Context: an optimization exercise on an open-source flow, tuned for small area, a short achievable clock period and few clock cycles. The choices shown serve that exercise and are no tape-out recipe.
RTL that was checked went through simulation tests only; none was proved equivalent to the original.

// pzip_decompressor
module pzip_decompressor (
    input  wire       clk,
    input  wire       rst,
    input  wire       in_valid,
    output wire       in_ready,
    input  wire [7:0] in_data,
    input  wire       in_last,
    output wire       out_valid,
    input  wire       out_ready,
    output wire [7:0] out_data,
    output reg        done,
    output reg        err
);
For scale: roughly 2600 cells after synthesis, roughly 290 flip-flops, roughly 23000 um2 of cells after synthesis.
clock: 15.0 ns
lec_check: 0
cap_margin: 20
core_margin: 2
core_utilization: 40
slew_margin: 20
run.sh (not shown) runs the stock make flow with config.mk's settings and CLKGATE_MAP_FILE= SYNTH_SCRIPT=/design/flow/synth_recipe.tcl, a recipe that flattens the netlist after the stock synthesis.
Testbench counts at the start, summed over its fixed seeds: cycles 55,722.
Then changed:
--- a/flow/design.v
+++ b/flow/design.v
@@ -35,42 +35,32 @@
     reg  [7:0]  trail [0:14];
     reg  [7:0]  run_cnt;
     reg  [2:0]  dbits;
     reg  [7:0]  s [0:8];           
     reg  [35:0] bcd;               
     reg         err_r;
     wire [39:0] ext = {bbuf, 16'h0000};
     wire [15:0] win = ext[bcnt +: 16];
-    function [3:0] add3;
-        input [3:0] d;
-        begin
-            add3[3] = d[3] | (d[2] & (d[1] | d[0]));
-            add3[2] = (d[3] & d[0]) | (d[2] & ~d[1] & ~d[0]);
-            add3[1] = (~d[3] & ~d[2] & d[1]) | (d[2] & d[1] & d[0]) | (d[3] & ~d[0]);
-            add3[0] = (~d[3] & ~d[2] & d[0]) | (d[2] & d[1] & ~d[0]) | (d[3] & ~d[0]);
-        end
-    endfunction
     function [35:0] dabble8;
         input [35:0] b;
         input [7:0]  x;
         integer k, j;
         reg [35:0] t;
         begin
             t = b;
             for (k = 7; k >= 0; k = k - 1) begin
                 for (j = 0; j < 9; j = j + 1)
-                    t[4*j +: 4] = add3(t[4*j +: 4]);
+                    if (t[4*j +: 4] >= 4'd5) t[4*j +: 4] = t[4*j +: 4] + 4'd3;
                 t = {t[34:0], x[k]};
             end
             dabble8 = t;
         end
     endfunction
-    reg         first;             
-    wire [35:0] bcd_next = dabble8(first ? 36'd0 : bcd, win[15:8]);
+    wire [35:0] bcd_next = dabble8((idx[1:0] == 2'd0) ? 36'd0 : bcd, win[15:8]);
     reg any_zero;
     integer z;
     always @(*) begin
         any_zero = 1'b0;
         for (z = 0; z < 9; z = z + 1)
             if (bcd[4*z +: 4] == 4'd0) any_zero = 1'b1;
     end
     wire [3:0] digit = bcd[idx*4 +: 4];
@@ -257,24 +247,22 @@
                             if (state == S_D_LO) begin
                                 s[1] <= sum1[7:0]; s[2] <= sum2[7:0];
                                 s[3] <= sum3[7:0]; s[4] <= sum4[7:0];
                                 state <= S_D_HI;
                             end else begin
                                 s[5] <= sum1[7:0]; s[6] <= sum2[7:0];
                                 s[7] <= sum3[7:0]; s[8] <= sum4[7:0];
                                 idx   <= 4'd0;
-                                first <= 1'b1;
                                 state <= S_D_CODE;
                             end
                         end
                     end
                     S_D_CODE: if (have) begin
-                        bcd   <= bcd_next;
-                        first <= 1'b0;
+                        bcd <= bcd_next;
                         idx <= idx + 4'd1;
                         if (idx == 4'd3) begin
                             idx   <= 4'd0;
                             state <= S_POUT;
                         end
                     end
                     S_POUT: begin
                         if (any_zero) begin
Final area goes up by 6.4%.
Non-clock buffer count is unchanged.
Routed wire length came out lower by 2.6%.
Fmax drops by 9.8%.
Sequential cell count falls by 1.
Area after synthesis is higher by 7.5%.
Critical path depth came out higher by 4.
Testbench counts after the change, summed over its fixed seeds: cycles 55,722.

========
pzip_decompressor, a different RTL version from the one above (not shown whole).
Size: about 3500 cells after synthesis, ~27000 um2 of cells after synthesis.
make LEC_CHECK=0 ABC_AREA=1 CAP_MARGIN=20 CORE_MARGIN=2 CORE_UTILIZATION=40 SLEW_MARGIN=20 finish   # period 15.0 ns
The baseline went through all stages and came out clean.
Edit:
--- a/flow/design.v
+++ b/flow/design.v
@@ -231,15 +231,14 @@
         to_drain = 1'b0;
         set_err  = 1'b0;
         if (tag_go) begin
             nst = 14'd0;
             case (tag)
                 3'd7: begin
                     if (tlen != 4'd0) nst[FIN] = 1'b1;
-                    else if (fin_ok && !oload) to_done = 1'b1;
                     else to_drain = 1'b1;
                 end
                 3'd0: nst[ge11 ? RLE_B : RLE_C] = 1'b1;
                 3'd1: nst[RAW] = 1'b1;
                 default: nst[ge11 ? D_LO : D_S0] = 1'b1;
             endcase
         end else if (starved) begin
@@ -309,15 +308,15 @@
             q_busy    <= 1'b0;
         end else begin
             if (handoff) q_busy <= 1'b1;
             else if (q_end) q_busy <= 1'b0;
             st   <= nst;
             done <= to_done;
             ocnt <= ocnt + {1'b0, oload} - {1'b0, opop};
-            if (to_drain || to_done || st[DRAIN]) begin
+            if (st[DRAIN]) begin
                 bbuf <= 24'd0;
                 bcnt <= 5'd0;
             end else begin
                 bbuf <= shifted;
                 bcnt <= accept ? cnt_a : cnt_k;
             end
             if (to_done) begin
Die area decreases by 1.1%.
Core utilization hardly moves.
Wire length decreases by 1.8%.
Worst setup slack gains 0.31 ns.
Non-clock buffer count increases by 9.
Global-route usage decreases by 0.29 points.
Sequential share of layout area increases by 0.35 points.
Worst hold slack stays flat.
No run of this note included a check of the RTL's function; only the layout flow was run.

========
cedar:
pzip_decompressor, a different RTL version from the one above (not shown whole).
Size in the first run: ~3100 cells after synthesis, ~25 I/O pins, ~22000 um2 of cells after synthesis.
export LEC_CHECK = 0
export ABC_AREA = 1
export CAP_MARGIN = 20
export CORE_MARGIN = 2
export CORE_UTILIZATION = 40
export SLEW_MARGIN = 20
create_clock -name core_clock -period 15.0 [get_ports {clk}]
cedar reached the final stage; the timing, DRC and antenna checks on its layout passed.
Testbench counts of cedar, summed over its fixed seeds: cycles 56,041.
Inputs modified between cedar and willow:
--- a/flow/design.v
+++ b/flow/design.v
@@ -32,20 +32,20 @@
     reg  [3:0]  idx;
     reg  [3:0]  tlen;
     reg  [3:0]  nshift;           
     reg  [7:0]  trail [0:14];
     reg  [7:0]  run_cnt;
     reg  [2:0]  dbits;
     reg  [7:0]  s [0:8];           
     reg  [35:0] bcd;               
     reg         err_r;
-    reg  [7:0]  out_r;
-    reg         ov_r;
+    reg  [7:0]  o0, o1;
+    reg  [1:0]  ocnt;
     wire [15:0] win = bbuf[23:8];
     function [3:0] add3;
         input [3:0] d;
         begin
             add3[3] = d[3] | (d[2] & (d[1] | d[0]));
             add3[2] = (d[3] & d[0]) | (d[2] & ~d[1] & ~d[0]);
             add3[1] = (~d[3] & ~d[2] & d[1]) | (d[2] & d[1] & d[0]) | (d[3] & ~d[0]);
             add3[0] = (~d[3] & ~d[2] & d[0]) | (d[2] & d[1] & ~d[0]) | (d[3] & ~d[0]);
         end
@@ -126,22 +126,22 @@
     wire have = (bcnt >= need);
     wire starved = !have && last_seen;
     wire       src_valid = (state == S_RLE) ||
                            ((state == S_RAW) && have) ||
                            ((state == S_POUT) && !any_zero) ||
                            ((state == S_FIN) && (nshift == 4'd15));
     wire [7:0] src_data  = (state == S_RLE)  ? s[0] :
                            (state == S_RAW)  ? win[15:8] :
                            (state == S_POUT) ? perm_byte : trail[0];
-    wire       out_free  = !ov_r || out_ready;
-    wire       oload     = src_valid && out_free;
-    assign out_valid = ov_r;
-    assign out_data  = out_r;
+    wire       oload     = src_valid && !ocnt[1];
+    wire       opop      = (ocnt != 2'd0) && out_ready;
+    assign out_valid = (ocnt != 2'd0);
+    assign out_data  = o0;
     assign in_ready = !last_seen && (bcnt <= 5'd16);
     wire   accept   = in_valid && in_ready;
     wire rec_end = oload && (((state == S_RLE) && (run_cnt == 8'd1)) ||
                              ((state == S_POUT) && (idx == 4'd8)));
     wire tag_go  = ((state == S_TAG) || rec_end) && (bcnt >= 5'd3);
     wire [2:0] tag = win[15:13];
     wire wide    = (bcnt >= 5'd11);
     reg  [4:0] used;
     always @(*) begin
@@ -153,52 +153,56 @@
             S_TBYTE, S_RLE_C, S_RLE_B, S_D_S0, S_D_CODE:
                       if (have) used = 5'd8;
             S_RAW:    if (oload) used = 5'd8;
             S_D_LO, S_D_HI:
                       if (have) used = need;
             default:  used = 5'd0;
         endcase
     end
     wire [4:0]  cnt_after = bcnt - used;
-    wire [23:0] shifted   = bbuf << used;
-    wire [23:0] inserted  = {in_data, 16'h0000} >> cnt_after;
+    wire [23:0] inserted  = bbuf | ({in_data, 16'h0000} >> bcnt);
+    wire [23:0] shifted   = (accept ? inserted : bbuf) << used;
     wire tr_pad   = (state != S_HAS) && (state != S_TBYTE) && (nshift != 4'd15);
     wire tr_wr    = (state == S_TBYTE) && have;
     wire tr_shift = tr_wr || tr_pad || ((state == S_FIN) && oload);
     integer i;
     always @(posedge clk) begin
         if (tr_shift) begin
             for (i = 0; i < 14; i = i + 1) trail[i] <= trail[i+1];
             trail[14] <= win[15:8];
         end
     end
     always @(posedge clk) begin
-        if (oload) out_r <= src_data;
+        if (oload && (ocnt == 2'd0 || (ocnt == 2'd1 && opop)))
+            o0 <= src_data;
+        else if (opop)
+            o0 <= o1;
+        if (oload) o1 <= src_data;
     end
-    wire fin_ok = last_seen && out_free;
+    wire out_empty = (ocnt == 2'd0) || (ocnt == 2'd1 && out_ready);
+    wire fin_ok    = last_seen && out_empty;
     always @(posedge clk) begin
         if (rst) begin
             state     <= S_HAS;
             bbuf      <= 24'd0;
             bcnt      <= 5'd0;
             last_seen <= 1'b0;
             idx       <= 4'd0;
             tlen      <= 4'd0;
             nshift    <= 4'd0;
             err_r     <= 1'b0;
             done      <= 1'b0;
             err       <= 1'b0;
-            ov_r      <= 1'b0;
+            ocnt      <= 2'd0;
         end else begin
             done <= 1'b0;
-            if (oload) ov_r <= 1'b1;
-            else if (out_ready) ov_r <= 1'b0;
-            bbuf <= accept ? (shifted | inserted) : shifted;
+            ocnt <= ocnt + {1'b0, oload} - {1'b0, opop};
+            bbuf <= shifted;
             bcnt <= cnt_after + (accept ? 5'd8 : 5'd0);
             if (accept && in_last) last_seen <= 1'b1;
             if (tr_wr || tr_pad) nshift <= nshift + 4'd1;
             if (tag_go) begin
                 idx <= 4'd0;
                 case (tag)
                     3'd7: begin
                         if (tlen != 4'd0) state <= S_FIN;
                         else if (fin_ok && !oload) begin
@@ -308,19 +312,19 @@
                         end
                     end
                     S_FIN: if (oload) begin
                         tlen <= tlen - 4'd1;
                         if (tlen == 4'd1) state <= S_DRAIN;
                     end
                     S_DRAIN: begin
                         bbuf <= 24'd0;
                         bcnt <= 5'd0;
-                        if (fin_ok || (accept && in_last && out_free)) begin
+                        if (fin_ok || (accept && in_last && out_empty)) begin
                             done      <= 1'b1;
                             err       <= err_r;
                             err_r     <= 1'b0;
                             last_seen <= 1'b0;
                             nshift    <= 4'd0;
                             state     <= S_HAS;
                         end
                     end
                     default: state <= S_HAS;
==> comparison <==
NOTE vias after detailed routing cedar->willow decreased by a few percent. For the filler cell count in the final layout, willow came in 79 higher than cedar did. In willow relative to cedar, post-place instance area had gone up slightly. Compared with cedar, willow has extra setup slack. Comparing willow and cedar, the higher number of optimization iterations in the first detailed-route pass was measured on cedar. Compared with cedar, in willow hold slack stayed essentially flat, total detailed-routing wirelength saw a decrease, flip-flop and latch count went up by 9, cell area after layout went up 260 um2, path depth of the worst reg2reg path increased by about 18% relative to the old numbers. The maximum frequency in cedar is 0.911 times that in willow. Going from cedar to willow, average via count per standard cell now smaller; number of distinct library cell variants in the gate-level netlist after synthesis now larger.
Testbench counts of willow, summed over its fixed seeds: cycles 56,041.

-- static timing again, ports no longer ideal --
In the flow no input, the clock included, has a driving cell. The finished layouts below were timed again as built, in two steps. Step 1 (the two cells are an assumption about what drives the block):
set clk [get_ports {clk}]
set_driving_cell -lib_cell sky130_fd_sc_hd__clkbuf_16 $clk
set_driving_cell -lib_cell sky130_fd_sc_hd__buf_2 [delete_from_list [all_inputs] $clk]
Step 2 times the ports against the registers' clock, not the clock port: input delays grow and output delays shrink by t, the midpoint of the rising clock arrivals with the driver on. Slacks: ideal ports / drivers / drivers and shift; pairs: ideal ports / drivers.
run	shift t [ns]	setup slack, ns	worst setup path at the end
the first run of note 1	0.609	6.655 / 6.655 / 6.655	register to register
the second run of note 1	0.599	5.748 / 5.748 / 5.748	register to register
the first run of note 2	0.629	8.362 / 8.362 / 8.202	input to register
the second run of note 2	0.645	8.674 / 8.616 / 8.713	input to register
cedar	0.601	7.610 / 7.641 / 7.041	input to register
willow	0.611	8.267 / 8.267 / 8.267	register to register
After both steps every run listed still meets setup and hold. The setup slack of cedar, which loses most, moves by +0.031 ns with the drivers and by -0.569 ns with both steps.
